Background: an optimization exercise with open tools, aiming at small area, a short achievable clock period and few clock cycles per item. Do not read the settings as production practice. In this exercise RTL edits were held to simulation tests only and were not proved equivalent to the original.

[design/flow/design.v]
module pwse_round (
    input  wire [255:0] st_in,
    input  wire [511:0] w_in,
    input  wire [63:0]  hk_in,    
    input  wire [31:0]  k_next,   
    output wire [255:0] st_out,
    output wire [511:0] w_out,
    output wire [63:0]  hk_out    
);
    function [31:0] rotr(input [31:0] x, input integer n);
        rotr = (x >> n) | (x << (32 - n));
    endfunction
    wire [31:0] a = st_in[255:224];
    wire [31:0] b = st_in[223:192];
    wire [31:0] c = st_in[191:160];
    wire [31:0] d = st_in[159:128];
    wire [31:0] e = st_in[127:96];
    wire [31:0] f = st_in[95:64];
    wire [31:0] g = st_in[63:32];
    wire [31:0] h = st_in[31:0];
    wire [31:0] w0  = w_in[511:480];
    wire [31:0] w1  = w_in[479:448];
    wire [31:0] w9  = w_in[223:192];
    wire [31:0] w14 = w_in[63:32];
    function [63:0] csa(input [31:0] x, input [31:0] y, input [31:0] z);
        csa = {x ^ y ^ z, ((x & y) | (x & z) | (y & z)) << 1};
    endfunction
    function [31:0] add32(input [31:0] x, input [31:0] y);
        reg [31:0] gg, pp, g2, p2;
        integer lvl, i;
        begin
            gg = x & y;
            pp = x ^ y;
            for (lvl = 1; lvl < 32; lvl = lvl * 2) begin
                g2 = gg; p2 = pp;
                for (i = lvl; i < 32; i = i + 1) begin
                    g2[i] = gg[i] | (pp[i] & gg[i-lvl]);
                    p2[i] = pp[i] & pp[i-lvl];
                end
                gg = g2; pp = p2;
            end
            add32 = (x ^ y) ^ {gg[30:0], 1'b0};
        end
    endfunction
    wire [31:0] s1  = rotr(e, 6) ^ rotr(e, 11) ^ rotr(e, 25);
    wire [31:0] ch  = (e & f) ^ (~e & g);
    wire [31:0] s0  = rotr(a, 2) ^ rotr(a, 13) ^ rotr(a, 22);
    wire [31:0] maj = (a & b) ^ (a & c) ^ (b & c);
    wire [63:0] xa = csa(hk_in[63:32], hk_in[31:0], ch);
    wire [63:0] xb = csa(s1, s0, maj);
    wire [63:0] xc = csa(xa[63:32], xa[31:0], xb[63:32]);
    wire [63:0] xd = csa(xc[63:32], xc[31:0], xb[31:0]);
    wire [31:0] an = add32(xd[63:32], xd[31:0]);
    wire [63:0] xe = csa(xa[63:32], xa[31:0], s1);
    wire [63:0] xf = csa(xe[63:32], xe[31:0], d);
    wire [31:0] en = add32(xf[63:32], xf[31:0]);
    assign hk_out = csa(g, w1, k_next);
    wire [31:0] ws0  = rotr(w1, 7) ^ rotr(w1, 18) ^ (w1 >> 3);
    wire [31:0] ws1  = rotr(w14, 17) ^ rotr(w14, 19) ^ (w14 >> 10);
    wire [63:0] y1   = csa(w0, w9, ws0);
    wire [63:0] y2   = csa(y1[63:32], y1[31:0], ws1);
    wire [31:0] wnew = y2[63:32] + y2[31:0];
    assign st_out = {an, a, b, c, en, e, f, g};
    assign w_out  = {w_in[479:0], wnew};
endmodule
module pwse_k (
    input  wire [5:0]  t,
    output wire [31:0] k
);
    localparam [2047:0] KT = {
        32'hc67178f2, 32'hbef9a3f7, 32'ha4506ceb, 32'h90befffa,
        32'h8cc70208, 32'h84c87814, 32'h78a5636f, 32'h748f82ee,
        32'h682e6ff3, 32'h5b9cca4f, 32'h4ed8aa4a, 32'h391c0cb3,
        32'h34b0bcb5, 32'h2748774c, 32'h1e376c08, 32'h19a4c116,
        32'h106aa070, 32'hf40e3585, 32'hd6990624, 32'hd192e819,
        32'hc76c51a3, 32'hc24b8b70, 32'ha81a664b, 32'ha2bfe8a1,
        32'h92722c85, 32'h81c2c92e, 32'h766a0abb, 32'h650a7354,
        32'h53380d13, 32'h4d2c6dfc, 32'h2e1b2138, 32'h27b70a85,
        32'h14292967, 32'h06ca6351, 32'hd5a79147, 32'hc6e00bf3,
        32'hbf597fc7, 32'hb00327c8, 32'ha831c66d, 32'h983e5152,
        32'h76f988da, 32'h5cb0a9dc, 32'h4a7484aa, 32'h2de92c6f,
        32'h240ca1cc, 32'h0fc19dc6, 32'hefbe4786, 32'he49b69c1,
        32'hc19bf174, 32'h9bdc06a7, 32'h80deb1fe, 32'h72be5d74,
        32'h550c7dc3, 32'h243185be, 32'h12835b01, 32'hd807aa98,
        32'hab1c5ed5, 32'h923f82a4, 32'h59f111f1, 32'h3956c25b,
        32'he9b5dba5, 32'hb5c0fbcf, 32'h71374491, 32'h428a2f98
    };
    assign k = KT[32*t +: 32];
endmodule
module pwse_add32 (
    input  wire [31:0] x,
    input  wire [31:0] y,
    output wire [31:0] s
);
    reg [31:0] gg, pp, g2, p2;
    integer lvl, i;
    always @(*) begin
        gg = x & y;
        pp = x ^ y;
        for (lvl = 1; lvl < 32; lvl = lvl * 2) begin
            g2 = gg; p2 = pp;
            for (i = lvl; i < 32; i = i + 1) begin
                g2[i] = gg[i] | (pp[i] & gg[i-lvl]);
                p2[i] = pp[i] & pp[i-lvl];
            end
            gg = g2; pp = p2;
        end
    end
    assign s = (x ^ y) ^ {gg[30:0], 1'b0};
endmodule
module pwse (
    input  wire        clk,
    input  wire        rst_n,
    input  wire        bus_sel,
    input  wire        bus_we,
    input  wire [7:0]  bus_addr,
    input  wire [3:0]  bus_be,
    input  wire [31:0] bus_wdata,
    output reg  [31:0] bus_rdata,
    output wire        bus_err,
    output wire        irq
);
    localparam [31:0] ID_VAL  = 32'h50575345;
    localparam [31:0] CFG_VAL = 32'h20100120;
    localparam [7:0] OP_NOP       = 8'h00;
    localparam [7:0] OP_SRST      = 8'h01;
    localparam [7:0] OP_ABORT     = 8'h02;
    localparam [7:0] OP_SEEDCLR   = 8'h10;
    localparam [7:0] OP_SEEDB     = 8'h11;
    localparam [7:0] OP_SETTGT    = 8'h20;
    localparam [7:0] OP_SETTGTDEF = 8'h21;
    localparam [7:0] OP_SEARCH    = 8'h30;
    localparam [7:0] OP_VERIFY    = 8'h31;
    localparam [1:0] MODE_IDLE   = 2'd0;
    localparam [1:0] MODE_SEARCH = 2'd1;
    localparam [1:0] MODE_VERIFY = 2'd2;
    localparam [255:0] IV = {
        32'h6a09e667, 32'hbb67ae85, 32'h3c6ef372, 32'ha54ff53a,
        32'h510e527f, 32'h9b05688c, 32'h1f83d9ab, 32'h5be0cd19
    };
    localparam integer P    = 8;
    localparam integer LP   = 3;             
    localparam integer PB   = 7 - LP;        
    localparam [PB-1:0] PASS_H2   = 64 / P;  
    localparam [PB-1:0] PASS_LAST = 128 / P - 1;
    localparam [31:0] A1C = 32'h66126eb4;
    localparam [31:0] E1C = 32'h02d1c909;
    reg [1:0]   mode;
    reg [6:1]   status;           
    reg [6:1]   irq_en;
    reg [3:0]   err_code;
    reg [7:0]   err_exp;
    reg [8:0]   err_act;
    reg [63:0]  nonce;
    reg [7:0]   target;
    reg [7:0]   seed_cnt;
    reg [255:0] seed;             
    reg [63:0]  iters;
    reg [63:0]  res_nonce;
    reg [7:0]   res_tgt;
    reg [8:0]   res_lzc;
    reg [255:0] res_digest;       
    reg [63:0]  inext;            
    reg         vissued;          
    reg [P-1:0]    rv;            
    reg [P*PB-1:0] rp;            
    reg [P*256-1:0] rs;           
    reg [P*512-1:0] rw;           
    reg [P*64-1:0]  rh;           
    reg         dvalid;           
    reg [255:0] chk_raw;          
    wire busy = (mode != MODE_IDLE);
    wire acc_ok = (bus_addr[1:0] == 2'b00) && (bus_be == 4'hF);
    assign bus_err = bus_sel && !acc_ok;
    wire rd = bus_sel && acc_ok && !bus_we;
    wire wr = bus_sel && acc_ok && bus_we;
    wire [31:0] wd = bus_wdata;
    wire [7:0] opc  = wd[7:0];
    wire [7:0] imm8 = wd[15:8];
    wire fmt_n_ok = (wd[31:8] == 24'd0);
    wire fmt_i_ok = (wd[31:16] == 16'd0);
    wire cmd_wr   = wr && (bus_addr == 8'h08);
    wire is_nop       = (opc == OP_NOP)       && fmt_n_ok;
    wire is_srst      = (opc == OP_SRST)      && fmt_n_ok;
    wire is_abort     = (opc == OP_ABORT)     && fmt_n_ok;
    wire is_seedclr   = (opc == OP_SEEDCLR)   && fmt_n_ok;
    wire is_seedb     = (opc == OP_SEEDB)     && fmt_i_ok;
    wire is_settgt    = (opc == OP_SETTGT)    && fmt_i_ok;
    wire is_settgtdef = (opc == OP_SETTGTDEF) && fmt_n_ok;
    wire is_search    = (opc == OP_SEARCH)    && fmt_n_ok;
    wire is_verify    = (opc == OP_VERIFY)    && fmt_n_ok;
    wire is_legal = is_nop | is_srst | is_abort | is_seedclr | is_seedb |
                    is_settgt | is_settgtdef | is_search | is_verify;
    wire do_srst  = cmd_wr && is_srst;
    wire do_abort = cmd_wr && is_abort && busy;
    function [31:0] bswap(input [31:0] x);
        bswap = {x[7:0], x[15:8], x[23:16], x[31:24]};
    endfunction
    function [31:0] rotr(input [31:0] x, input integer n);
        rotr = (x >> n) | (x << (32 - n));
    endfunction
    function [63:0] csa(input [31:0] x, input [31:0] y, input [31:0] z);
        csa = {x ^ y ^ z, ((x & y) | (x & z) | (y & z)) << 1};
    endfunction
    wire [63:0] nonce_p1 = nonce + 64'd1;
    wire [P*256-1:0] ns;          
    wire [P*512-1:0] nw;          
    wire [P*64-1:0]  nh;          
    genvar gi;
    generate
        for (gi = 0; gi < P; gi = gi + 1) begin : g_stage
            wire [PB-1:0] pass = rp[gi*PB +: PB];
            wire [6:0]  tn = {pass, gi[LP-1:0]} + 7'd1;
            wire [31:0] k_next;
            wire [255:0] st_r;
            wire [511:0] w_r;
            wire [63:0]  h_r;
            pwse_k u_k (.t(tn[5:0]), .k(k_next));
            pwse_round u_round (.st_in(rs[gi*256 +: 256]), .w_in(rw[gi*512 +: 512]),
                                .hk_in(rh[gi*64 +: 64]), .k_next(k_next),
                                .st_out(st_r), .w_out(w_r), .hk_out(h_r));
            if (gi == 0) begin : g_ff
                wire [255:0] r = rs[255:0];
                wire [31:0] d0 = IV[255:224] + r[255:224];
                wire [31:0] d1 = IV[223:192] + r[223:192];
                wire [31:0] d2 = IV[191:160] + r[191:160];
                wire [31:0] d3 = IV[159:128] + r[159:128];
                wire [31:0] d4 = IV[127:96]  + r[127:96];
                wire [31:0] d5 = IV[95:64]   + r[95:64];
                wire [31:0] d6 = IV[63:32]   + r[63:32];
                wire [31:0] d7 = IV[31:0]    + r[31:0];
                wire [31:0] a1 = A1C + r[255:224];
                wire [31:0] e1 = E1C + r[255:224];
                wire [31:0] w16;
                pwse_add32 u_w16 (.x(rotr(d1, 7) ^ rotr(d1, 18) ^ (d1 >> 3)), .y(d0), .s(w16));
                wire ff = (pass == PASS_H2);
                assign ns[255:0] = ff ? {a1, IV[255:160], e1, IV[127:32]} : st_r;
                assign nw[511:0] = ff ? {d1, d2, d3, d4, d5, d6, d7,
                                     32'h80000000, 32'h0, 32'h0, 32'h0, 32'h0,
                                     32'h0, 32'h0, 32'h00000100, w16}
                                  : w_r;
                assign nh[63:0] = ff ? csa(IV[63:32], d1, 32'h71374491) : h_r;
            end else begin : g_norm
                assign ns[gi*256 +: 256] = st_r;
                assign nw[gi*512 +: 512] = w_r;
                assign nh[gi*64 +: 64] = h_r;
            end
        end
    endgenerate
    wire [PB-1:0] tail_pass = rp[(P-1)*PB +: PB];
    wire tail_fin  = rv[P-1] && (tail_pass == PASS_LAST);
    wire tail_cont = rv[P-1] && !tail_fin;
    wire issue     = busy && !tail_cont &&
                     ((mode == MODE_SEARCH) || !vissued);
    wire [511:0] block1 = {
        bswap(seed[31:0]),    bswap(seed[63:32]),   bswap(seed[95:64]),   bswap(seed[127:96]),
        bswap(seed[159:128]), bswap(seed[191:160]), bswap(seed[223:192]), bswap(seed[255:224]),
        bswap(inext[31:0]), bswap(inext[63:32]),
        32'h80000000, 32'h0, 32'h0, 32'h0, 32'h0, 32'h00000140
    };
    always @(posedge clk) begin
        rs[P*256-1:256] <= ns[(P-1)*256-1:0];
        rw[P*512-1:512] <= nw[(P-1)*512-1:0];
        rh[P*64-1:64] <= nh[(P-1)*64-1:0];
        if (tail_cont) begin
            rs[255:0] <= ns[(P-1)*256 +: 256];
            rw[511:0] <= nw[(P-1)*512 +: 512];
            rh[63:0]  <= nh[(P-1)*64 +: 64];
        end else begin
            rs[255:0] <= IV;
            rw[511:0] <= block1;
            rh[63:0]  <= csa(IV[31:0], block1[511:480], 32'h428a2f98);
        end
        chk_raw <= ns[(P-1)*256 +: 256];
    end
    wire [255:0] dig;             
    genvar gd;
    generate
        for (gd = 0; gd < 8; gd = gd + 1) begin : g_dig
            assign dig[255 - 32*gd -: 32] = IV[255 - 32*gd -: 32] + chk_raw[255 - 32*gd -: 32];
        end
    endgenerate
    wire [255:0] lz_z0 = ~dig;
    wire [127:0] lz_z1;
    wire [127:0] lz_c1;
    wire [63:0] lz_z2;
    wire [127:0] lz_c2;
    wire [31:0] lz_z3;
    wire [95:0] lz_c3;
    wire [15:0] lz_z4;
    wire [63:0] lz_c4;
    wire [7:0] lz_z5;
    wire [39:0] lz_c5;
    wire [3:0] lz_z6;
    wire [23:0] lz_c6;
    wire [1:0] lz_z7;
    wire [13:0] lz_c7;
    wire [0:0] lz_z8;
    wire [7:0] lz_c8;
    genvar gl;
    generate
        for (gl = 0; gl < 128; gl = gl + 1) begin : g_lz1
            assign lz_z1[gl] = lz_z0[2*gl+1] & lz_z0[2*gl];
            assign lz_c1[gl] = lz_z0[2*gl+1];
        end
        for (gl = 0; gl < 64; gl = gl + 1) begin : g_lz2
            assign lz_z2[gl] = lz_z1[2*gl+1] & lz_z1[2*gl];
            assign lz_c2[2*gl +: 2] = lz_z1[2*gl+1] ? {1'b1, lz_c1[1*(2*gl) +: 1]}
                                               : {1'b0, lz_c1[1*(2*gl+1) +: 1]};
        end
        for (gl = 0; gl < 32; gl = gl + 1) begin : g_lz3
            assign lz_z3[gl] = lz_z2[2*gl+1] & lz_z2[2*gl];
            assign lz_c3[3*gl +: 3] = lz_z2[2*gl+1] ? {1'b1, lz_c2[2*(2*gl) +: 2]}
                                               : {1'b0, lz_c2[2*(2*gl+1) +: 2]};
        end
        for (gl = 0; gl < 16; gl = gl + 1) begin : g_lz4
            assign lz_z4[gl] = lz_z3[2*gl+1] & lz_z3[2*gl];
            assign lz_c4[4*gl +: 4] = lz_z3[2*gl+1] ? {1'b1, lz_c3[3*(2*gl) +: 3]}
                                               : {1'b0, lz_c3[3*(2*gl+1) +: 3]};
        end
        for (gl = 0; gl < 8; gl = gl + 1) begin : g_lz5
            assign lz_z5[gl] = lz_z4[2*gl+1] & lz_z4[2*gl];
            assign lz_c5[5*gl +: 5] = lz_z4[2*gl+1] ? {1'b1, lz_c4[4*(2*gl) +: 4]}
                                               : {1'b0, lz_c4[4*(2*gl+1) +: 4]};
        end
        for (gl = 0; gl < 4; gl = gl + 1) begin : g_lz6
            assign lz_z6[gl] = lz_z5[2*gl+1] & lz_z5[2*gl];
            assign lz_c6[6*gl +: 6] = lz_z5[2*gl+1] ? {1'b1, lz_c5[5*(2*gl) +: 5]}
                                               : {1'b0, lz_c5[5*(2*gl+1) +: 5]};
        end
        for (gl = 0; gl < 2; gl = gl + 1) begin : g_lz7
            assign lz_z7[gl] = lz_z6[2*gl+1] & lz_z6[2*gl];
            assign lz_c7[7*gl +: 7] = lz_z6[2*gl+1] ? {1'b1, lz_c6[6*(2*gl) +: 6]}
                                               : {1'b0, lz_c6[6*(2*gl+1) +: 6]};
        end
        for (gl = 0; gl < 1; gl = gl + 1) begin : g_lz8
            assign lz_z8[gl] = lz_z7[2*gl+1] & lz_z7[2*gl];
            assign lz_c8[8*gl +: 8] = lz_z7[2*gl+1] ? {1'b1, lz_c7[7*(2*gl) +: 7]}
                                               : {1'b0, lz_c7[7*(2*gl+1) +: 7]};
        end
    endgenerate
    wire [8:0] lzc = lz_z8[0] ? 9'd256 : {1'b0, lz_c8};
    reg [255:0] tmask;
    integer m;
    always @(*) begin
        for (m = 0; m < 256; m = m + 1)
            tmask[255 - m] = (m < target);
    end
    wire meets = ~|(dig & tmask);
    wire [255:0] digest_le;
    genvar gw;
    generate
        for (gw = 0; gw < 8; gw = gw + 1) begin : g_dle
            assign digest_le[32*gw +: 32] = bswap(dig[255 - 32*gw -: 32]);
        end
    endgenerate
    wire [63:0] cand = (mode == MODE_SEARCH) ? nonce_p1 : nonce;
    always @(posedge clk) begin
        if (!rst_n || do_srst) begin
            mode       <= MODE_IDLE;
            status     <= 6'd0;
            irq_en     <= 6'd0;
            err_code   <= 4'd0;
            err_exp    <= 8'd0;
            err_act    <= 9'd0;
            nonce      <= 64'd0;
            target     <= 8'd16;
            seed_cnt   <= 8'd0;
            seed       <= 256'd0;
            iters      <= 64'd0;
            res_nonce  <= 64'd0;
            res_tgt    <= 8'd0;
            res_lzc    <= 9'd0;
            res_digest <= 256'd0;
            vissued    <= 1'b0;
            dvalid     <= 1'b0;
            rv         <= {P{1'b0}};
            rp         <= {P*PB{1'b0}};
        end else begin
            rv[P-1:1] <= rv[P-2:0] & {(P-1){busy}};
            rp[P*PB-1:PB] <= rp[(P-1)*PB-1:0];
            rv[0]  <= (tail_cont || issue) && busy;
            rp[PB-1:0] <= tail_cont ? tail_pass + 1'b1 : {PB{1'b0}};
            dvalid <= tail_fin && busy;
            if (issue) begin
                inext   <= inext + 64'd1;
                vissued <= 1'b1;
            end
            if (wr) begin
                case (bus_addr)
                    8'h08: begin
                        if (is_nop || is_abort) begin
                        end else if (busy) begin
                            status[5] <= 1'b1;
                        end else if (!is_legal) begin
                            status[2] <= 1'b1;
                            err_code  <= 4'd4;
                            err_exp   <= 8'd0;
                            err_act   <= {1'b0, opc};
                        end else if (is_seedclr) begin
                            seed     <= 256'd0;
                            seed_cnt <= 8'd0;
                        end else if (is_seedb) begin
                            if (seed_cnt < 8'd32)
                                seed[8*seed_cnt[4:0] +: 8] <= imm8;
                            if (seed_cnt != 8'd255)
                                seed_cnt <= seed_cnt + 8'd1;
                        end else if (is_settgt) begin
                            target <= imm8;
                            if (imm8 == 8'd0) begin
                                status[2] <= 1'b1;
                                err_code  <= 4'd2;
                                err_exp   <= 8'd1;
                                err_act   <= 9'd0;
                            end
                        end else if (is_settgtdef) begin
                            target <= 8'd16;
                        end else if (is_search || is_verify) begin
                            status[1] <= 1'b0;
                            status[2] <= 1'b0;
                            status[3] <= 1'b0;
                            status[4] <= 1'b0;
                            status[6] <= 1'b0;
                            err_code  <= 4'd0;
                            err_exp   <= 8'd0;
                            err_act   <= 9'd0;
                            iters     <= 64'd0;
                            if (target == 8'd0) begin
                                status[2] <= 1'b1;
                                err_code  <= 4'd2;
                                err_exp   <= 8'd1;
                                err_act   <= 9'd0;
                            end else if (seed_cnt != 8'd32) begin
                                status[2] <= 1'b1;
                                err_code  <= 4'd1;
                                err_exp   <= 8'd32;
                                err_act   <= {1'b0, seed_cnt};
                            end else begin
                                mode    <= is_search ? MODE_SEARCH : MODE_VERIFY;
                                inext   <= is_search ? nonce_p1 : nonce;
                                vissued <= 1'b0;
                            end
                        end
                    end
                    8'h0C: begin
                        if (wd[1]) status[1] <= 1'b0;
                        if (wd[2]) status[2] <= 1'b0;
                        if (wd[3]) status[3] <= 1'b0;
                        if (wd[4]) status[4] <= 1'b0;
                        if (wd[5]) status[5] <= 1'b0;
                        if (wd[6]) status[6] <= 1'b0;
                    end
                    8'h10: irq_en <= wd[6:1];
                    8'h18: if (busy) status[5] <= 1'b1; else nonce[31:0]  <= wd;
                    8'h1C: if (busy) status[5] <= 1'b1; else nonce[63:32] <= wd;
                    default: ;
                endcase
            end
            if (busy) begin
                if (do_abort) begin
                    mode      <= MODE_IDLE;
                    status[6] <= 1'b1;
                end else if (dvalid) begin
                    if (mode == MODE_SEARCH) begin
                        nonce <= cand;
                        iters <= iters + 64'd1;
                        if (cand == 64'h8000_0000_0000_0000)
                            status[4] <= 1'b1;
                    end else begin
                        iters <= 64'd1;
                    end
                    if (meets) begin
                        res_nonce  <= cand;
                        res_tgt    <= target;
                        res_lzc    <= lzc;
                        res_digest <= digest_le;
                        status[1]  <= 1'b1;
                        if (mode == MODE_SEARCH && $signed(cand) > $signed(64'd500000))
                            status[3] <= 1'b1;
                        mode <= MODE_IDLE;
                    end else if (mode == MODE_VERIFY) begin
                        status[2] <= 1'b1;
                        err_code  <= 4'd3;
                        err_exp   <= target;
                        err_act   <= lzc;
                        mode      <= MODE_IDLE;
                    end
                end
            end
        end
    end
    always @(*) begin
        bus_rdata = 32'd0;
        begin
            case ({bus_addr[7:2], 2'b00})
                8'h00: bus_rdata = ID_VAL;
                8'h04: bus_rdata = CFG_VAL;
                8'h0C: bus_rdata = {25'd0, status, busy};
                8'h10: bus_rdata = {25'd0, irq_en, 1'b0};
                8'h14: bus_rdata = {7'd0, err_act, err_exp, 4'd0, err_code};
                8'h18: bus_rdata = nonce[31:0];
                8'h1C: bus_rdata = nonce[63:32];
                8'h20: bus_rdata = {24'd0, target};
                8'h24: bus_rdata = {24'd0, seed_cnt};
                8'h28: bus_rdata = iters[31:0];
                8'h2C: bus_rdata = iters[63:32];
                8'h30: bus_rdata = res_nonce[31:0];
                8'h34: bus_rdata = res_nonce[63:32];
                8'h38: bus_rdata = {7'd0, res_lzc, 8'd0, res_tgt};
                8'h40, 8'h44, 8'h48, 8'h4C, 8'h50, 8'h54, 8'h58, 8'h5C:
                    bus_rdata = seed[32*bus_addr[4:2] +: 32];
                8'h60, 8'h64, 8'h68, 8'h6C, 8'h70, 8'h74, 8'h78, 8'h7C:
                    bus_rdata = res_digest[32*bus_addr[4:2] +: 32];
                default: bus_rdata = 32'd0;
            endcase
        end
    end
    assign irq = |(status & irq_en);
endmodule
[design/flow/run.sh]
#!/bin/bash
# synth_recipe.tcl (not shown) runs the flow's synth.tcl, then flattens the netlist and writes it again
# the make line also repeats each setting of config.mk as NAME=value (left out here)
make -C /OpenROAD-flow-scripts/flow DESIGN_CONFIG=/design/flow/config.mk WORK_HOME=/design/flow/orfs CLKGATE_MAP_FILE= SYNTH_SCRIPT=/design/flow/synth_recipe.tcl finish
[design/flow/config.mk]
export PLATFORM = sky130hd
export DESIGN_NAME = pwse
export DESIGN_NICKNAME = pwse
export VERILOG_FILES = /design/flow/design.v
export SDC_FILE = /design/flow/constraint.sdc
export NUM_CORES = 4
export LEC_CHECK = 0
export CAP_MARGIN = 20
export CORE_MARGIN = 2
export CORE_UTILIZATION = 40
export SETUP_SLACK_MARGIN = 3.5
export SLEW_MARGIN = 20
[design/flow/constraint.sdc]
create_clock -name core_clock -period 9.5 [get_ports {clk}]
set_input_delay 1.9000 -clock core_clock [delete_from_list [all_inputs] [get_ports {clk}]]
set_output_delay 1.9000 -clock core_clock [all_outputs]
set_load 0.01 [all_outputs]
==> results of run 1 <==
[flip-flops by register name, summed over array words and instances, names as in the netlist, 6 cells and up]
name        count
rw           4096
rs           1824
rh            504
chk_raw       256
res_digest    256
seed          256
inext          64
iters          64
nonce          64
res_nonce      64
rp             32
err_act         9
res_lzc         9
err_exp         8
res_tgt         8
rv              8
seed_cnt        8
target          8
irq_en          6
status          6
[stage by stage]
step,cell area (sq um),cells,utilization (%)
3_5_place_dp,344000,41800,42.1
4_1_cts,375000,43300,45.9
3_3_place_gp,343000,41800,42.0
5_1_grt,378000,43500,46.2
6_report,379000,43800,46.3
2_1_floorplan,328000,31300,-
[layout by cell type, fill, tap and decap left out, types with 84 or more instances in the layout]
cell type / synthesis / layout
a211oi_1: 108 / 86
a21boi_0: 109 / 84
a21o_1: 443 / 443
a21oi_1: 1014 / 968
a22oi_1: 330 / 329
a31oi_1: 149 / 126
and2_1: 458 / 456
and3_1: 445 / 443
buf_4: 4 / 814
bufinv_16: 0 / 96
clkbuf_1: 1064 / 110
clkbuf_16: 0 / 805
clkbuf_8: 0 / 153
clkinv_2: 0 / 134
dfxtp_1: 7494 / 7197
dfxtp_2: 0 / 226
diode_2: 0 / 361
fa_1: 2207 / 2201
ha_1: 874 / 868
inv_1: 3593 / 3579
mux2i_1: 591 / 573
mux4_2: 133 / 133
nand2_1: 2329 / 2314
nand2b_1: 361 / 357
nand3_1: 371 / 364
nand4_1: 141 / 141
nor2_1: 1843 / 1827
nor2b_1: 188 / 180
nor3_1: 382 / 365
nor4_1: 94 / 86
o211ai_1: 84 / 84
o21a_1: 143 / 141
o21ai_0: 1300 / 1228
or3_1: 146 / 144
xnor2_1: 2657 / 2547
xnor2_2: 0 / 101
xor2_1: 826 / 801
[cell type report]
type / count / area (sq um)
inverter: 3599 / 13500
clock buffer: 1065 / 22600
multi-input combinational: 19000 / 161000
tap: 10900 / 13600
clock inverter: 414 / 5850
timing repair buffer: 998 / 8670
fill: 76900 / 438000
antenna: 361 / 903
sequential: 7558 / 152000
[metal layers]
metal / vias up / part of all wire, %
li1: 103000 / -
met1: 129000 / 38
met2: 18400 / 39
met3: 4671 / 12
met4: 102 / 11
met5: - / 0.039
[worst paths after layout]
| check | from | to | slack, ns | depth (start not counted) |
|---|---|---|---|---|
| worst max-delay path | bus_addr[3] | bus_rdata[30] | 3.18 | 9 |
| worst min-delay path | rw[2456]$_DFF_P_ | rw[3000]$_DFF_P_ | 0.25 | 0 |
| worst max register to register | rs[206]$_SDFF_PN0_ | rs[511]$_DFF_P_ | 3.48 | 18 |
| worst min register to register | rw[2456]$_DFF_P_ | rw[3000]$_DFF_P_ | 0.25 | 0 |
[kinds of logic after synthesis]
family          after synthesis
fa+ha+maj                  3090
simple gates               7068
flops                      7558
mux                         748
xor+xnor                   3483
compound gates             4560
buf+inv                    4788
[worst max-delay path: cells and delay by family]
family / cells / cell delay (ns)
AOI/OAI and AO/OA: 1 / 0.97
buffers and inverters: 5 / 0.95
and+or+nand+nor: 3 / 0.54
[timing repair]
item	4_1_cts	5_1_grt
setup endpoints to repair	586	505
gates resized for setup	701	452
setup buffers	84	96
pin swaps	87	139
gates cloned	16	3
==> flow_summary.yaml, run 1 <==
outcome:
  status: "failed layout checks"
  so_faults: "capacitance limit, slew limit"
yosys:
  synth.distinct_cells: 110
  synth_compound_area_share_pct: 8.90
  synthesis.nets: 34400
  synth-xor-area-share_pct: 9.31
  synth_area_leaders: "dfxtp_1 46%, fa_1 13%, xnor2_1 7.1%"
  yosysMostFrequentCell: "dfxtp_1"
  ys_seq_area_share_pct: 46.4
  ys.warnings.count: 3
  synth_top_cells_by_count: "7494 x dfxtp_1, 3593 x inv_1, 2657 x xnor2_1, 2329 x nand2_1, 2207 x fa_1"
  ys_async_sr_fraction_pct: 0
  synth_top_area_share_pct: 45.8
  netlist_area_sq_mm: 0.328
  synthAdderAreaFrac_pct: 16.9
  syn_avg_cell_area_sq_um: 10.5
  synthSimpleGateAreaFrac_pct: 10.2
  yosysTopAreaCell: "dfxtp_1"
  synth_flop_cell: "dfxtp_1"
  synthCells: 31300
  synth_edf_count: 64
  yosys_register_bits: 7558
  synth_top_family_by_area: "adder cells"
  muxShareOfSynthArea_pct: 2.80
routing:
  drt-pass1-iter-count: 8
  drt_wl_total_microns: 1920000
  vias: 255000
  drc: 0
  vias_per_cell: 5.82
  wl_per_cell_microns: 43.8
  ant_nets: 0
  drtIter0Drc: 38600
timing:
  worst_pin_slew_ns: 1.59
  holdWs_ns: 0.246
  fmax_ghz: 0.158
  period_share_pct: 66.5
  finalHoldViolCount: 0
  grt_setup_unrepaired: "true"
  finClkSkew_ns: 0.117
  setup_slack_ns: 3.18
  setup_violations: 0
  min_period_ns: 6.32
  slew_headroom_pct: -7.25
  drv_slew: 7
  tns_ns: 0
floorplanning:
  rows: 332
  io_pins: 82
  start_util_pct: 40.1
  die_width_microns: 909
  die_h_microns: 909
  die_area_sq_mm: 0.826
  coreArea_sq_mm: 0.817
clocking:
  ctsHoldBuffers: 0
  clk_pin_slew_ns: 0.07
  cts_sinks: 7558
  cts_tree: "done"
  htreeDepth: 6
  cts-root-buf: "clkbuf_16"
  cts_max_path_buffers: 4
  cts_buffers: 791
  insertion_delay_ns: 1.31
setup_path:
  crit_chain: "buf_16, inv_1, buf_4, nand2_1, nor2_2, buf_6, a222oi_1, nand4_1, buf_2"
  criticalPathCategory: "in2out"
  slowest_stage: "a222oi_1"
  end_kind: "primary output"
  cp.arrival_ns: 4.42
  slowest_delay_ns: 0.97
  cp_max_fo: 16
  worstPathRequired_ns: 7.60
  critPathLaunchType: "input port"
grt:
  use_met2_pct: 61.4
  grt_usage_pct: 45.0
  grt_pass1_wl_microns: 2410000
  met1_usage_pct: 56.8
  use_met3_pct: 15.3
  grt_max_degree: 185
  grt_overflow: 0
  grt-busiest-layer: "met2"
  grt_pass1_vias: 236000
  antenna_found_initial: 450
placement:
  post-place-ws_ns: 2.02
  port_buffers: 81
  gp_congestion: 1.13
  hpwlAfterDp_microns: 1590000
layout:
  nNetsFinal: 35000
  syn_to_final_growth_pct: 15.5
  drive_above_1_share_pct: 10.6
min_path:
  worstHoldPathType: "reg2reg"
flow_run:
  maxCapViolCount: 2
Testbench counts, summed over its fixed seeds: cycles 225,047, items 13,535.
==> run 2: changes to the inputs <==
--- a/design/flow/design.v
+++ b/design/flow/design.v
@@ -42,6 +42,46 @@
             add32 = (x ^ y) ^ {gg[30:0], 1'b0};
         end
     endfunction
+    function [31:0] add32s(input [31:0] x, input [31:0] y);
+        reg [31:0] gg, pp, g2, p2;
+        integer lvl, i;
+        begin
+            gg = x & y;
+            pp = x ^ y;
+            for (lvl = 0; lvl < 5; lvl = lvl + 1) begin
+                g2 = gg; p2 = pp;
+                for (i = 0; i < 32; i = i + 1) begin
+                    if ((i >> lvl) & 1) begin
+                        g2[i] = gg[i] | (pp[i] & gg[((i >> lvl) << lvl) - 1]);
+                        p2[i] = pp[i] & pp[((i >> lvl) << lvl) - 1];
+                    end
+                end
+                gg = g2; pp = p2;
+            end
+            add32s = (x ^ y) ^ {gg[30:0], 1'b0};
+        end
+    endfunction
+    function [31:0] add32b(input [31:0] x, input [31:0] y);
+        reg [31:0] gg, pp;
+        integer lvl, i;
+        begin
+            gg = x & y;
+            pp = x ^ y;
+            for (lvl = 0; lvl < 5; lvl = lvl + 1)
+                for (i = 0; i < 32; i = i + 1)
+                    if (((i + 1) % (2 << lvl)) == 0) begin
+                        gg[i] = gg[i] | (pp[i] & gg[i - (1 << lvl)]);
+                        pp[i] = pp[i] & pp[i - (1 << lvl)];
+                    end
+            for (lvl = 3; lvl >= 0; lvl = lvl - 1)
+                for (i = 0; i < 32; i = i + 1)
+                    if ((((i + 1) % (2 << lvl)) == (1 << lvl)) && (i >= (3 << lvl) - 1)) begin
+                        gg[i] = gg[i] | (pp[i] & gg[i - (1 << lvl)]);
+                        pp[i] = pp[i] & pp[i - (1 << lvl)];
+                    end
+            add32b = (x ^ y) ^ {gg[30:0], 1'b0};
+        end
+    endfunction
     wire [31:0] s1  = rotr(e, 6) ^ rotr(e, 11) ^ rotr(e, 25);
     wire [31:0] ch  = (e & f) ^ (~e & g);
     wire [31:0] s0  = rotr(a, 2) ^ rotr(a, 13) ^ rotr(a, 22);
@@ -50,16 +90,16 @@
     wire [63:0] xb = csa(s1, s0, maj);
     wire [63:0] xc = csa(xa[63:32], xa[31:0], xb[63:32]);
     wire [63:0] xd = csa(xc[63:32], xc[31:0], xb[31:0]);
-    wire [31:0] an = add32(xd[63:32], xd[31:0]);
+    wire [31:0] an = add32s(xd[63:32], xd[31:0]);
     wire [63:0] xe = csa(xa[63:32], xa[31:0], s1);
     wire [63:0] xf = csa(xe[63:32], xe[31:0], d);
-    wire [31:0] en = add32(xf[63:32], xf[31:0]);
+    wire [31:0] en = add32s(xf[63:32], xf[31:0]);
     assign hk_out = csa(g, w1, k_next);
     wire [31:0] ws0  = rotr(w1, 7) ^ rotr(w1, 18) ^ (w1 >> 3);
     wire [31:0] ws1  = rotr(w14, 17) ^ rotr(w14, 19) ^ (w14 >> 10);
     wire [63:0] y1   = csa(w0, w9, ws0);
     wire [63:0] y2   = csa(y1[63:32], y1[31:0], ws1);
-    wire [31:0] wnew = y2[63:32] + y2[31:0];
+    wire [31:0] wnew = add32b(y2[63:32], y2[31:0]);
     assign st_out = {an, a, b, c, en, e, f, g};
     assign w_out  = {w_in[479:0], wnew};
 endmodule
@@ -87,27 +127,6 @@
     };
     assign k = KT[32*t +: 32];
 endmodule
-module pwse_add32 (
-    input  wire [31:0] x,
-    input  wire [31:0] y,
-    output wire [31:0] s
-);
-    reg [31:0] gg, pp, g2, p2;
-    integer lvl, i;
-    always @(*) begin
-        gg = x & y;
-        pp = x ^ y;
-        for (lvl = 1; lvl < 32; lvl = lvl * 2) begin
-            g2 = gg; p2 = pp;
-            for (i = lvl; i < 32; i = i + 1) begin
-                g2[i] = gg[i] | (pp[i] & gg[i-lvl]);
-                p2[i] = pp[i] & pp[i-lvl];
-            end
-            gg = g2; pp = p2;
-        end
-    end
-    assign s = (x ^ y) ^ {gg[30:0], 1'b0};
-endmodule
 module pwse (
     input  wire        clk,
     input  wire        rst_n,
@@ -143,8 +162,6 @@
     localparam integer PB   = 7 - LP;        
     localparam [PB-1:0] PASS_H2   = 64 / P;  
     localparam [PB-1:0] PASS_LAST = 128 / P - 1;
-    localparam [31:0] A1C = 32'h66126eb4;
-    localparam [31:0] E1C = 32'h02d1c909;
     reg [1:0]   mode;
     reg [6:1]   status;           
     reg [6:1]   irq_en;
@@ -219,27 +236,13 @@
             pwse_round u_round (.st_in(rs[gi*256 +: 256]), .w_in(rw[gi*512 +: 512]),
                                 .hk_in(rh[gi*64 +: 64]), .k_next(k_next),
                                 .st_out(st_r), .w_out(w_r), .hk_out(h_r));
-            if (gi == 0) begin : g_ff
-                wire [255:0] r = rs[255:0];
-                wire [31:0] d0 = IV[255:224] + r[255:224];
-                wire [31:0] d1 = IV[223:192] + r[223:192];
-                wire [31:0] d2 = IV[191:160] + r[191:160];
-                wire [31:0] d3 = IV[159:128] + r[159:128];
-                wire [31:0] d4 = IV[127:96]  + r[127:96];
-                wire [31:0] d5 = IV[95:64]   + r[95:64];
-                wire [31:0] d6 = IV[63:32]   + r[63:32];
-                wire [31:0] d7 = IV[31:0]    + r[31:0];
-                wire [31:0] a1 = A1C + r[255:224];
-                wire [31:0] e1 = E1C + r[255:224];
-                wire [31:0] w16;
-                pwse_add32 u_w16 (.x(rotr(d1, 7) ^ rotr(d1, 18) ^ (d1 >> 3)), .y(d0), .s(w16));
-                wire ff = (pass == PASS_H2);
-                assign ns[255:0] = ff ? {a1, IV[255:160], e1, IV[127:32]} : st_r;
-                assign nw[511:0] = ff ? {d1, d2, d3, d4, d5, d6, d7,
-                                     32'h80000000, 32'h0, 32'h0, 32'h0, 32'h0,
-                                     32'h0, 32'h0, 32'h00000100, w16}
-                                  : w_r;
-                assign nh[63:0] = ff ? csa(IV[63:32], d1, 32'h71374491) : h_r;
+            if (gi == 0) begin : g_h2
+                wire h2s = (pass == PASS_H2);
+                wire [31:0] w3c = w_r[415:384] + (h2s ? IV[127:96] : 32'd0);
+                assign ns[255:0] = st_r;
+                assign nw[511:0] = {w_r[511:416], w3c, w_r[383:256],
+                                    h2s ? 32'd0 : w_r[255:224], w_r[223:0]};
+                assign nh[63:0]  = h_r;
             end else begin : g_norm
                 assign ns[gi*256 +: 256] = st_r;
                 assign nw[gi*512 +: 512] = w_r;
@@ -250,6 +253,21 @@
     wire [PB-1:0] tail_pass = rp[(P-1)*PB +: PB];
     wire tail_fin  = rv[P-1] && (tail_pass == PASS_LAST);
     wire tail_cont = rv[P-1] && !tail_fin;
+    wire tail_h1   = rv[P-1] && (tail_pass == PASS_H2 - 1'b1);   
+    wire [255:0] tail_rs = rs[(P-1)*256 +: 256];
+    wire [255:0] tail_ns = ns[(P-1)*256 +: 256];
+    wire [511:0] block2 = {
+        tail_ns[255:224],
+        IV[223:192] + tail_rs[255:224],
+        IV[191:160] + tail_rs[223:192],
+        IV[159:128] + tail_rs[191:160],
+        tail_ns[127:96],
+        IV[95:64]   + tail_rs[127:96],
+        IV[63:32]   + tail_rs[95:64],
+        IV[31:0]    + tail_rs[63:32],
+        32'h80000000, IV[255:224], 32'h0, 32'h0, 32'h0, 32'h0, 32'h0, 32'h00000100
+    };
+    localparam [31:0] HK2C = 32'h0874e318;
     wire issue     = busy && !tail_cont &&
                      ((mode == MODE_SEARCH) || !vissued);
     wire [511:0] block1 = {
@@ -262,7 +280,11 @@
         rs[P*256-1:256] <= ns[(P-1)*256-1:0];
         rw[P*512-1:512] <= nw[(P-1)*512-1:0];
         rh[P*64-1:64] <= nh[(P-1)*64-1:0];
-        if (tail_cont) begin
+        if (tail_h1) begin
+            rs[255:0] <= IV;
+            rw[511:0] <= block2;
+            rh[63:0]  <= {tail_ns[255:224], HK2C};
+        end else if (tail_cont) begin
             rs[255:0] <= ns[(P-1)*256 +: 256];
             rw[511:0] <= nw[(P-1)*512 +: 512];
             rh[63:0]  <= nh[(P-1)*64 +: 64];
@@ -271,13 +293,17 @@
             rw[511:0] <= block1;
             rh[63:0]  <= csa(IV[31:0], block1[511:480], 32'h428a2f98);
         end
-        chk_raw <= ns[(P-1)*256 +: 256];
+        chk_raw <= block2[511:256];
     end
     wire [255:0] dig;             
     genvar gd;
     generate
         for (gd = 0; gd < 8; gd = gd + 1) begin : g_dig
-            assign dig[255 - 32*gd -: 32] = IV[255 - 32*gd -: 32] + chk_raw[255 - 32*gd -: 32];
+            if (gd == 0 || gd == 4) begin : g_add
+                assign dig[255 - 32*gd -: 32] = IV[255 - 32*gd -: 32] + chk_raw[255 - 32*gd -: 32];
+            end else begin : g_done
+                assign dig[255 - 32*gd -: 32] = chk_raw[255 - 32*gd -: 32];
+            end
         end
     endgenerate
     wire [255:0] lz_z0 = ~dig;
==> design/flow/config.mk (replaced) <==
export PLATFORM = sky130hd
export DESIGN_NAME = pwse
export DESIGN_NICKNAME = pwse
export VERILOG_FILES = /design/flow/design.v
export SDC_FILE = /design/flow/constraint.sdc
export NUM_CORES = 4
export LEC_CHECK = 0
export CAP_MARGIN = 40
export CORE_MARGIN = 2
export CORE_UTILIZATION = 40
export SETUP_SLACK_MARGIN = 3.5
export SLEW_MARGIN = 45
==> flow_summary.yaml, run 2 <==
yosys:
  synth_top_area_share_pct: 47.6
  synth_edf_count: 64
  yosysMostFrequentCell: "dfxtp_1"
  synthCells: 29000
  synth_area_leaders: "dfxtp_1 48%, fa_1 15%, xnor2_1 6.0%"
  synth_top_cells_by_count: "7462 x dfxtp_1, 4445 x inv_1, 2367 x fa_1, 2153 x xnor2_1, 1810 x nand2_1"
  synthesis.nets: 32200
  ys.warnings.count: 2
  syn_avg_cell_area_sq_um: 10.8
  synth.distinct_cells: 99
  yosysTopAreaCell: "dfxtp_1"
  ys_async_sr_fraction_pct: 0
  netlist_area_sq_mm: 0.314
  ys_seq_area_share_pct: 48.2
  yosys_register_bits: 7526
  synth_flop_cell: "dfxtp_1"
layout:
  largest_registers: "rw x4096, rs x1792, rh x504"
  drive_above_1_share_pct: 13.9
  final_cell_mix: "7049 x dfxtp_1, 4320 x inv_1, 2328 x fa_1, 1781 x nand2_1, 1755 x xnor2_1"
  top_register: "rw"
  syn_to_final_growth_pct: 18.7
  fin_cells: 41700
  nNetsFinal: 33100
  nFillCells: 72300
  final_common_cell: "dfxtp_1"
  largest_reg_flops: 4096
  postLayoutCellArea_sq_mm: 0.372
timing:
  fmax_ghz: 0.156
  worst_pin_slew_ns: 1.06
  tns_ns: 0
  min_period_ns: 6.43
  setup_violations: 0
  drv_slew: 0
  period_share_pct: 67.7
  finalHoldViolCount: 0
  slew_headroom_pct: 29.3
  grt_setup_unrepaired: "true"
  finClkSkew_ns: 0.155
  setup_slack_ns: 3.07
placement:
  placed_cell_area_sq_mm: 0.334
  port_buffers: 81
  hpwlAfterDp_microns: 1670000
  dp_cells: 39300
  post-place-ws_ns: 1.77
  gp_congestion: 1.13
grt:
  use_met2_pct: 71.5
  grt_usage_pct: 49.5
  grt_pass1_vias: 227000
  antenna_found_initial: 497
  grt_pass1_wl_microns: 2490000
  grt-busiest-layer: "met2"
  use_met3_pct: 15.6
  met1_usage_pct: 54.8
  grt_overflow: 0
  grt_max_degree: 157
clocking:
  cts-root-buf: "clkbuf_16"
  cts_tree: "done"
  clk_pin_slew_ns: 0.06
  cts_sinks: 7526
  insertion_delay_ns: 1.29
  cts_buffers: 794
  htreeDepth: 6
  cts_max_path_buffers: 4
setup_path:
  cp.arrival_ns: 4.53
  crit_chain: "buf_12, nor2b_4, buf_12, nand2_8, buf_12, buf_4, buf_16, mux4_2, mux2_4, o211ai_1, nand4_1, buf_2"
  critPathLaunchType: "input port"
  worstPathRequired_ns: 7.60
  cpLargestDelayFamily: "buffers and inverters"
  slowest_stage: "o211ai_1"
  crit_buf_inv: 6
  cp_max_fo: 6
  criticalPathCategory: "in2out"
  cp_common_cell: "buf_12"
  slowest_delay_ns: 0.54
  end_kind: "primary output"
routing:
  vias_per_cell: 5.75
  drtIter0Drc: 34500
  drt-pass1-iter-count: 9
  wl_per_cell_microns: 48.1
  ant_nets: 0
  drc: 0
  drt_wl_total_microns: 2010000
  vias: 240000
floorplanning:
  die_h_microns: 889
  coreArea_sq_mm: 0.782
  die_width_microns: 889
  die_area_sq_mm: 0.791
  io_pins: 82
  start_util_pct: 40.1
  rows: 325
outcome:
  status: "timing/DRC/antenna clean"
flow_run:
  maxCapViolCount: 0
min_path:
  worstHoldPathType: "reg2reg"
-- run 2: changes by cell type after synthesis, moves of 107 or more --
| cell | change |
|---|---|
| inv_1 | +852 |
| nand2_1 | -519 |
| xnor2_1 | -504 |
| o21ai_0 | -405 |
| nor2_1 | -368 |
| and2_1 | -342 |
| a21oi_1 | -286 |
| nand2b_1 | -247 |
| a31oi_1 | +201 |
| fa_1 | +160 |
| clkbuf_1 | -107 |
-- run 2: layout make-up --
type	instances	area [sq um]	area share [%]
repair buffers	1216	11000	2.94
multi-input cells	15900	149000	40.1
diodes	663	1660	0.446
inverters	4453	17000	4.56
clock inverters	393	5690	1.53
clock buffers	1079	22700	6.09
flip-flops and latches	7526	152000	40.9
well taps	10500	13100	3.52
-- run 2: logic make-up (layout without fill, tap and decap cells) --
group / count (synthesis) / after routing / synth area share, %
flops: 7526 / 7526 / 48.2
buf+inv: 5533 / 7141 / 6.68
simple gates: 5259 / 5265 / 7.77
compound gates: 3747 / 3747 / 7.75
fa+ha+maj: 3205 / 3205 / 18.4
xor+xnor: 2992 / 2992 / 8.36
mux: 691 / 691 / 2.75
other cells: 0 / 663 / 0
-- run 2: metal layers --
metal  vias to the layer above  part of all wire, %
met2                     17300                   42
li1                      94700                    -
met4                       106                   14
met1                    122000                   34
met5                         -                0.058
met3                      5758                   10
-- run 2: path summary, 6_finish.rpt --
kind              depth (start not counted)                to             start  slack (ns)
setup / recovery                         12     bus_rdata[21]       bus_addr[6]        3.07
hold / removal                            0  rw[3398]$_DFF_P_  rw[2854]$_DFF_P_        0.21
setup reg to reg                         22  rw[2591]$_DFF_P_  rw[2506]$_DFF_P_        3.26
hold reg to reg                           0  rw[3398]$_DFF_P_  rw[2854]$_DFF_P_        0.21
-- run 2: metrics by stage --
stage / util, % / hold slack [ns]
2_1_floorplan: - / 0.310
3_3_place_gp: 42.3 / 0.310
3_5_place_dp: 42.7 / 0.312
4_1_cts: 46.9 / 0.223
5_1_grt: 47.5 / 0.248
6_report: 47.6 / 0.210
-- run 2: timing repair --
action | 4_1_cts | 5_1_grt
gates cloned | 18 | 5
hold buffers | 0 | 0
pin swaps | 133 | 189
buffers inserted | 166 | 108
gates resized for setup | 851 | 442
endpoints found under the setup margin | 509 | 291
Testbench counts of run 2, summed over its fixed seeds: cycles 225,047, items 13,535.
==> run 3: changes to the inputs <==
--- a/design/flow/design.v
+++ b/design/flow/design.v
@@ -157,8 +157,8 @@
         32'h6a09e667, 32'hbb67ae85, 32'h3c6ef372, 32'ha54ff53a,
         32'h510e527f, 32'h9b05688c, 32'h1f83d9ab, 32'h5be0cd19
     };
-    localparam integer P    = 8;
-    localparam integer LP   = 3;             
+    localparam integer P    = 16;
+    localparam integer LP   = 4;             
     localparam integer PB   = 7 - LP;        
     localparam [PB-1:0] PASS_H2   = 64 / P;  
     localparam [PB-1:0] PASS_LAST = 128 / P - 1;
@@ -515,31 +515,34 @@
             end
         end
     end
+    reg [31:0] rd_lo, rd_hi;
     always @(*) begin
-        bus_rdata = 32'd0;
-        begin
-            case ({bus_addr[7:2], 2'b00})
-                8'h00: bus_rdata = ID_VAL;
-                8'h04: bus_rdata = CFG_VAL;
-                8'h0C: bus_rdata = {25'd0, status, busy};
-                8'h10: bus_rdata = {25'd0, irq_en, 1'b0};
-                8'h14: bus_rdata = {7'd0, err_act, err_exp, 4'd0, err_code};
-                8'h18: bus_rdata = nonce[31:0];
-                8'h1C: bus_rdata = nonce[63:32];
-                8'h20: bus_rdata = {24'd0, target};
-                8'h24: bus_rdata = {24'd0, seed_cnt};
-                8'h28: bus_rdata = iters[31:0];
-                8'h2C: bus_rdata = iters[63:32];
-                8'h30: bus_rdata = res_nonce[31:0];
-                8'h34: bus_rdata = res_nonce[63:32];
-                8'h38: bus_rdata = {7'd0, res_lzc, 8'd0, res_tgt};
-                8'h40, 8'h44, 8'h48, 8'h4C, 8'h50, 8'h54, 8'h58, 8'h5C:
-                    bus_rdata = seed[32*bus_addr[4:2] +: 32];
-                8'h60, 8'h64, 8'h68, 8'h6C, 8'h70, 8'h74, 8'h78, 8'h7C:
-                    bus_rdata = res_digest[32*bus_addr[4:2] +: 32];
-                default: bus_rdata = 32'd0;
-            endcase
-        end
+        case (bus_addr[4:2])
+            3'd0: rd_lo = ID_VAL;
+            3'd1: rd_lo = CFG_VAL;
+            3'd2: rd_lo = 32'd0;
+            3'd3: rd_lo = {25'd0, status, busy};
+            3'd4: rd_lo = {25'd0, irq_en, 1'b0};
+            3'd5: rd_lo = {7'd0, err_act, err_exp, 4'd0, err_code};
+            3'd6: rd_lo = nonce[31:0];
+            default: rd_lo = nonce[63:32];
+        endcase
+        case (bus_addr[4:2])
+            3'd0: rd_hi = {24'd0, target};
+            3'd1: rd_hi = {24'd0, seed_cnt};
+            3'd2: rd_hi = iters[31:0];
+            3'd3: rd_hi = iters[63:32];
+            3'd4: rd_hi = res_nonce[31:0];
+            3'd5: rd_hi = res_nonce[63:32];
+            3'd6: rd_hi = {7'd0, res_lzc, 8'd0, res_tgt};
+            default: rd_hi = 32'd0;
+        endcase
     end
+    wire [31:0] rd_seed = seed[32*bus_addr[4:2] +: 32];
+    wire [31:0] rd_dig  = res_digest[32*bus_addr[4:2] +: 32];
+    wire [31:0] rd_low  = bus_addr[5] ? rd_hi  : rd_lo;
+    wire [31:0] rd_high = bus_addr[5] ? rd_dig : rd_seed;
+    wire [31:0] rd_any  = bus_addr[6] ? rd_high : rd_low;
+    always @(*) bus_rdata = rd_any & {32{~bus_addr[7]}};
     assign irq = |(status & irq_en);
 endmodule
--- a/design/flow/config.mk
+++ b/design/flow/config.mk
@@ -5,8 +5,9 @@
 export SDC_FILE = /design/flow/constraint.sdc
 export NUM_CORES = 4
 export LEC_CHECK = 0
+export ABC_AREA = 1
 export CAP_MARGIN = 40
 export CORE_MARGIN = 2
 export CORE_UTILIZATION = 40
-export SETUP_SLACK_MARGIN = 3.5
+export SETUP_SLACK_MARGIN = 4.0
 export SLEW_MARGIN = 45
==> flow_summary.yaml, run 3 <==
yosys:
  synth_area_leaders: "dfxtp_1 50%, fa_1 17%, inv_1 7.1%"
  ys_async_sr_fraction_pct: 0
  syn_avg_cell_area_sq_um: 10.7
  synthCells: 52200
  synth_top_cells_by_count: "13900 x dfxtp_1, 10500 x inv_1, 4660 x fa_1, 4196 x nand2_1, 3219 x xor2_1"
  netlist_area_sq_mm: 0.557
  synth_edf_count: 64
  yosys_register_bits: 13900
  synth_top_area_share_pct: 49.9
  synth.distinct_cells: 63
  synth_flop_cell: "dfxtp_1"
  ys_seq_area_share_pct: 50.3
  yosysTopAreaCell: "dfxtp_1"
  ys.warnings.count: 2
  synthesis.nets: 58600
  yosysMostFrequentCell: "dfxtp_1"
grt:
  antenna_found_initial: 938
  grt_overflow: 0
  grt_max_degree: 132
  grt_pass1_wl_microns: 4150000
  grt_pass1_vias: 367000
  grt_usage_pct: 47.1
layout:
  syn_to_final_growth_pct: 17.7
  largest_reg_flops: 8192
  multi_input_area_sq_mm: 0.240
  nFillCells: 130000
  final_common_cell: "dfxtp_1"
  final_cell_mix: "13100 x dfxtp_1, 10300 x inv_1, 4638 x fa_1, 4051 x nand2_1, 2995 x xor2_1"
  nNetsFinal: 60700
  top_register: "rw"
  largest_registers: "rw x8192, rs x3584, rh x1008"
  drive_above_1_share_pct: 11.2
  register_area_sq_mm: 0.281
timing:
  period_share_pct: 67.2
  fmax_ghz: 0.157
  min_period_ns: 6.38
  slew_headroom_pct: 29.8
  finalHoldViolCount: 0
  finClkSkew_ns: 0.177
  grt_setup_unrepaired: "true"
  worst_pin_slew_ns: 1.05
  drv_slew: 0
  setup_violations: 0
  setup_slack_ns: 3.12
setup_path:
  cp_common_cell: "buf_6"
  crit_buf_inv: 7
  slowest_delay_ns: 0.41
  crit_chain: "buf_16, buf_12, nand2_8, buf_6, buf_16, a21oi_1, o21ai_0, nand2_1, o31ai_4, o21ai_2, buf_6, a21oi_4, buf_6, buf_4"
  criticalPathCategory: "in2out"
  cp.arrival_ns: 4.48
  cp_max_fo: 8
  cp.depth: 14
  slowest_stage: "o31ai_4"
  critPathLaunchType: "input port"
  cpLargestDelayFamily: "compound AO/OA/AOI/OAI gates"
  end_kind: "primary output"
  r2r.worst_path.cells: 21
  worstPathRequired_ns: 7.60
routing:
  vias: 406000
  drt_wl_total_microns: 3390000
  drtIter0Drc: 62400
  vias_per_cell: 5.39
  wl_per_cell_microns: 45.1
  drc: 0
  ant_nets: 0
  drt-pass1-iter-count: 8
clocking:
  insertion_delay_ns: 1.46
  ctsHoldBuffers: 0
  cts-root-buf: "clkbuf_16"
  cts_max_path_buffers: 6
  htreeDepth: 7
  clk_pin_slew_ns: 0.07
  cts_sinks: 13900
  cts_buffers: 1503
  cts_tree: "done"
floorplanning:
  io_pins: 82
  rows: 433
  start_util_pct: 40.1
  die_width_microns: 1180
  die_area_sq_mm: 1.40
  die_h_microns: 1180
  coreArea_sq_mm: 1.39
placement:
  gp_congestion: 1.11
  port_buffers: 81
  post-place-ws_ns: 1.67
  hpwlAfterDp_microns: 2900000
min_path:
  worstHoldPathType: "reg2reg"
  hold_depth: 0
outcome:
  status: "timing/DRC/antenna clean"
flow_run:
  maxCapViolCount: 0
[run 3: final timing paths]
path,start,to,slack [ns]
max,bus_addr[2],bus_rdata[17],3.12
min,rw[1541]$_DFF_P_,rw[2085]$_DFF_P_,0.22
max reg2reg,rs[4059]$_DFF_P_,rh[63]$_DFF_P_,3.86
min reg2reg,rw[1541]$_DFF_P_,rw[2085]$_DFF_P_,0.22
[run 3: area by class of cell]
| class | count | area share, % |
|---|---|---|
| antenna | 1298 | 0.496 |
| timing repair inverter | 1 | 0.00134 |
| sequential | 13900 | 42.9 |
| timing repair buffer | 1794 | 2.57 |
| clock inverter | 622 | 1.28 |
| tap | 18500 | 3.53 |
| clock buffer | 2026 | 6.52 |
| inverter | 10600 | 6.11 |
| multi-input combinational | 26500 | 36.6 |
[run 3: metal layers]
| layer | vias up | GRT usage (%) | wire (microns) |
|---|---|---|---|
| li1 | 164000 | - | - |
| met1 | 205000 | 59.5 | 1290000 |
| met2 | 29500 | 63.2 | 1320000 |
| met3 | 7524 | 18.0 | 435000 |
| met4 | 256 | 39.2 | 340000 |
| met5 | - | 0.105 | 2650 |
[run 3: per-stage QoR]
step / TNS (ns) / instance area (sq um) / hold slack, ns / instances / util (%)
after detailed placement: 0 / 590000 / 0.312 / 71000 / 42.5
final: 0 / 655000 / 0.221 / 75300 / 47.2
after global routing: 0 / 653000 / 0.246 / 74500 / 47.0
after global placement: -0.0974 / 587000 / 0.309 / 71000 / 42.3
after floorplan: 0 / 557000 / 0.310 / 52200 / -
after CTS: 0 / 647000 / 0.243 / 73800 / 46.6
[run 3: cells by family (layout without fill, tap and decap cells)]
logic type               count (synthesis)  after routing  synth area share [%]
flip-flops                           13900          13900                  50.3
buffers and inverters                11700          15000                  7.98
AND/OR/NAND/NOR                       8684           8685                  6.30
adder cells (fa/ha/maj)               6349           6349                  20.6
AO/OA/AOI/OAI                         5892           5892                  6.07
XOR/XNOR                              5480           5480                  8.62
multiplexers                           121            121                 0.218
other                                    0           1298                     0
[run 3: what timing repair did]
action | in CTS | in global routing
setup endpoints to repair | 809 | 936
gates resized for setup | 1120 | 726
buffers inserted | 147 | 161
pin swaps | 141 | 187
cloned | 32 | 3
Testbench counts of run 3, summed over its fixed seeds: cycles 117,599, items 13,535.
==> run 4: changes to the inputs <==
--- a/design/flow/design.v
+++ b/design/flow/design.v
@@ -157,8 +157,8 @@
         32'h6a09e667, 32'hbb67ae85, 32'h3c6ef372, 32'ha54ff53a,
         32'h510e527f, 32'h9b05688c, 32'h1f83d9ab, 32'h5be0cd19
     };
-    localparam integer P    = 16;
-    localparam integer LP   = 4;             
+    localparam integer P    = 8;
+    localparam integer LP   = 3;             
     localparam integer PB   = 7 - LP;        
     localparam [PB-1:0] PASS_H2   = 64 / P;  
     localparam [PB-1:0] PASS_LAST = 128 / P - 1;
--- a/design/flow/config.mk
+++ b/design/flow/config.mk
@@ -8,6 +8,9 @@
 export ABC_AREA = 1
 export CAP_MARGIN = 40
 export CORE_MARGIN = 2
-export CORE_UTILIZATION = 40
+export CORE_UTILIZATION = 45
+export CTS_CLUSTER_DIAMETER = 60
+export CTS_CLUSTER_SIZE = 20
+export PLACE_DENSITY = 0.62
 export SETUP_SLACK_MARGIN = 4.0
 export SLEW_MARGIN = 45
==> flow_summary.yaml, run 4 <==
timing:
  worst_pin_slew_ns: 1.10
  tns_ns: 0
  finClkSkew_ns: 0.0697
  drv_slew: 0
  grt_setup_unrepaired: "true"
  fmax_ghz: 0.167
  period_share_pct: 63.1
  setup_violations: 0
  finalHoldViolCount: 0
  slew_headroom_pct: 26.7
  min_period_ns: 5.99
yosys:
  synthesis.nets: 35800
  synth_flop_cell: "dfxtp_1"
  yosysTopAreaCell: "dfxtp_1"
  ys.warnings.count: 2
  synth_edf_count: 64
  yosys_register_bits: 7526
  synthCells: 32600
  synth_top_area_share_pct: 47.2
  syn_avg_cell_area_sq_um: 9.72
  synth.distinct_cells: 67
  ys_async_sr_fraction_pct: 0
  synth_area_leaders: "dfxtp_1 47%, fa_1 15%, inv_1 7.3%"
  synth_top_cells_by_count: "7462 x dfxtp_1, 6151 x inv_1, 3681 x nand2_1, 2367 x fa_1, 2110 x nor2_1"
  ys_seq_area_share_pct: 47.8
  netlist_area_sq_mm: 0.317
  yosysMostFrequentCell: "dfxtp_1"
setup_path:
  worstPathRequired_ns: 7.60
  r2r.worst_path.cells: 17
  r2r_slack_ns: 3.79
  cp_common_cell: "buf_12"
  cp_max_fo: 18
  end_kind: "primary output"
  crit_chain: "buf_12, nor2_4, inv_6, buf_12, buf_4, buf_16, o211ai_1, nand3_1, a21oi_4, a211oi_2, buf_2"
  slowest_stage: "o211ai_1"
  critPathLaunchType: "input port"
  slowest_delay_ns: 0.55
  criticalPathCategory: "in2out"
  cp.arrival_ns: 4.09
clocking:
  clk_pin_slew_ns: 0.08
  cts_buffers: 623
  insertion_delay_ns: 1.23
  htreeDepth: 6
  cts-root-buf: "clkbuf_16"
  cts_sinks: 7526
  cts_max_path_buffers: 4
  cts_tree: "done"
floorplanning:
  rows: 308
  die_h_microns: 843
  io_pins: 82
  start_util_pct: 45.1
  die_width_microns: 843
  coreArea_sq_mm: 0.702
  die_area_sq_mm: 0.710
routing:
  vias: 260000
  ant_nets: 0
  drc: 0
  drt-pass1-iter-count: 8
  drt_wl_total_microns: 1910000
  wl_per_cell_microns: 43.7
  vias_per_cell: 5.93
  drtIter0Drc: 43500
grt:
  antenna_found_initial: 535
  grt_usage_pct: 52.0
  grt_pass1_wl_microns: 2380000
  grt_pass1_vias: 232000
  grt_overflow: 0
  grt_max_degree: 133
placement:
  gp_congestion: 1.21
  hpwlAfterDp_microns: 1580000
  placed_cell_area_sq_mm: 0.334
  port_buffers: 81
layout:
  postLayoutCellArea_sq_mm: 0.365
  largest_reg_flops: 4096
  drive_above_1_share_pct: 10.2
  syn_to_final_growth_pct: 15.3
  nNetsFinal: 36600
  final_common_cell: "dfxtp_1"
  largest_registers: "rw x4096, rs x1792, rh x504"
  final_cell_mix: "7013 x dfxtp_1, 6065 x inv_1, 3621 x nand2_1, 2362 x fa_1, 2068 x nor2_1"
  top_register: "rw"
  nFillCells: 64400
min_path:
  worstHoldPathType: "reg2reg"
  hold_depth: 0
outcome:
  status: "timing/DRC/antenna clean"
flow_run:
  maxCapViolCount: 0
## run 4: changes by cell type after synthesis, moves of 854 or more
| cell | previous run | this run |
|---|---|---|
| xor2_1 | 3219 | 1755 |
| inv_1 | 10541 | 6151 |
| xnor2_1 | 2261 | 1122 |
| fa_1 | 4660 | 2367 |
| ha_1 | 1683 | 829 |
| dfxtp_1 | 13878 | 7462 |
| nor2_1 | 2973 | 2110 |
## run 4: final cells by class
type                       count  area (sq um)  share of cell area [%]
timing repair inverter         9           114                  0.0312
antenna                      721          1800                   0.494
sequential                  7526        152000                    41.7
clock buffer                 680         16200                    4.44
inverter                    6181         23600                    6.46
tap                         9300         11600                    3.19
multi-input combinational  17900        144000                    39.4
clock inverter               359          5130                    1.41
timing repair buffer        1092         10600                    2.92
## run 4: routing by layer
| layer | GRT usage (%) | up-vias | share of wire (%) |
|---|---|---|---|
| met3 | 32.8 | 5468 | 18 |
| li1 | - | 102000 | - |
| met2 | 63.6 | 23400 | 36 |
| met4 | 40.1 | 220 | 9.4 |
| met5 | 6.66 | - | 0.42 |
| met1 | 63.3 | 128000 | 37 |
## run 4: worst paths after layout
path | endpoint | start
setup / recovery | bus_rdata[4] | bus_addr[3]
hold reg to reg | rw[3643]$_DFF_P_ | rw[3099]$_DFF_P_
setup reg to reg | rw[511]$_DFF_P_ | rs[1854]$_DFF_P_
hold / removal | rw[3643]$_DFF_P_ | rw[3099]$_DFF_P_
## run 4: timing repair
| action | 4_1_cts | 5_1_grt |
|---|---|---|
| gates cloned | 29 | 4 |
| buffers inserted | 126 | 152 |
| hold buffers | 0 | 0 |
| endpoints found under the setup margin | 729 | 351 |
| pin swaps | 127 | 118 |
| gates resized for setup | 907 | 505 |
## run 4: stage by stage
stage | util [%] | instances | worst slack, ns | hold slack [ns]
after global placement | 47.2 | 41700 | 1.37 | 0.310
after detailed placement | 47.5 | 41700 | 1.66 | 0.312
after global routing | 51.8 | 43300 | 3.59 | 0.286
after floorplan | - | 32600 | 3.99 | 0.310
after CTS | 51.2 | 42900 | 3.72 | 0.275
final | 52.0 | 43800 | 3.51 | 0.289
## run 4: cells by family (layout without fill, tap and decap cells)
family / count (synthesis) / in the layout / synth area share, %
AO/OA/AOI/OAI: 4454 / 4454 / 7.89
adder cells (fa/ha/maj): 3200 / 3200 / 18.3
buffers and inverters: 7132 / 8321 / 8.51
AND/OR/NAND/NOR: 7349 / 7350 / 9.49
multiplexers: 29 / 29 / 0.0917
flip-flops: 7526 / 7526 / 47.8
other: 0 / 721 / 0
XOR/XNOR: 2877 / 2877 / 7.96
## run 4: critical path: cells and delay by family
| family | cells | cell delay (ns) |
|---|---|---|
| AND/OR/NAND/NOR | 2 | 0.41 |
| buffers and inverters | 6 | 0.80 |
| AO/OA/AOI/OAI | 3 | 0.95 |
Testbench counts of run 4, summed over its fixed seeds: cycles 225,047, items 13,535.

[static timing again, ports no longer ideal]
The flow's constraints put no driver on any port. The routed layouts listed below were extracted and timed again, unchanged, in two steps. Step 1 (the two cells are an assumption about what drives the block):
set clk [get_ports {clk}]
set_driving_cell -lib_cell sky130_fd_sc_hd__clkbuf_16 $clk
set_driving_cell -lib_cell sky130_fd_sc_hd__buf_2 [delete_from_list [all_inputs] $clk]
Step 2 times the ports against the registers' clock, not the clock port: input delays grow and output delays shrink by t, the midpoint of the rising clock arrivals with the driver on. Three values: ideal ports, drivers, drivers and shift; two values: the first two.
| run | t, ns | setup slack, ns | worst register clock-pin slew, ns | worst data-port slew with drivers (ns) |
|---|---|---|---|---|
| run 1 | 1.415 | 3.182 / 2.990 / 2.419 | 0.08 / 0.08 | 0.24 |
| run 2 | 1.394 | 3.072 / 2.950 / 2.158 | 0.08 / 0.08 | 0.36 |
| run 3 | 1.554 | 3.121 / 2.783 / 2.623 | 0.08 / 0.08 | 0.62 |
| run 4 | 1.345 | 3.507 / 3.445 / 2.747 | 0.09 / 0.09 | 0.16 |
For run 2, which loses most, drivers alone change the setup slack by -0.122 ns; drivers and shift together by -0.914 ns.
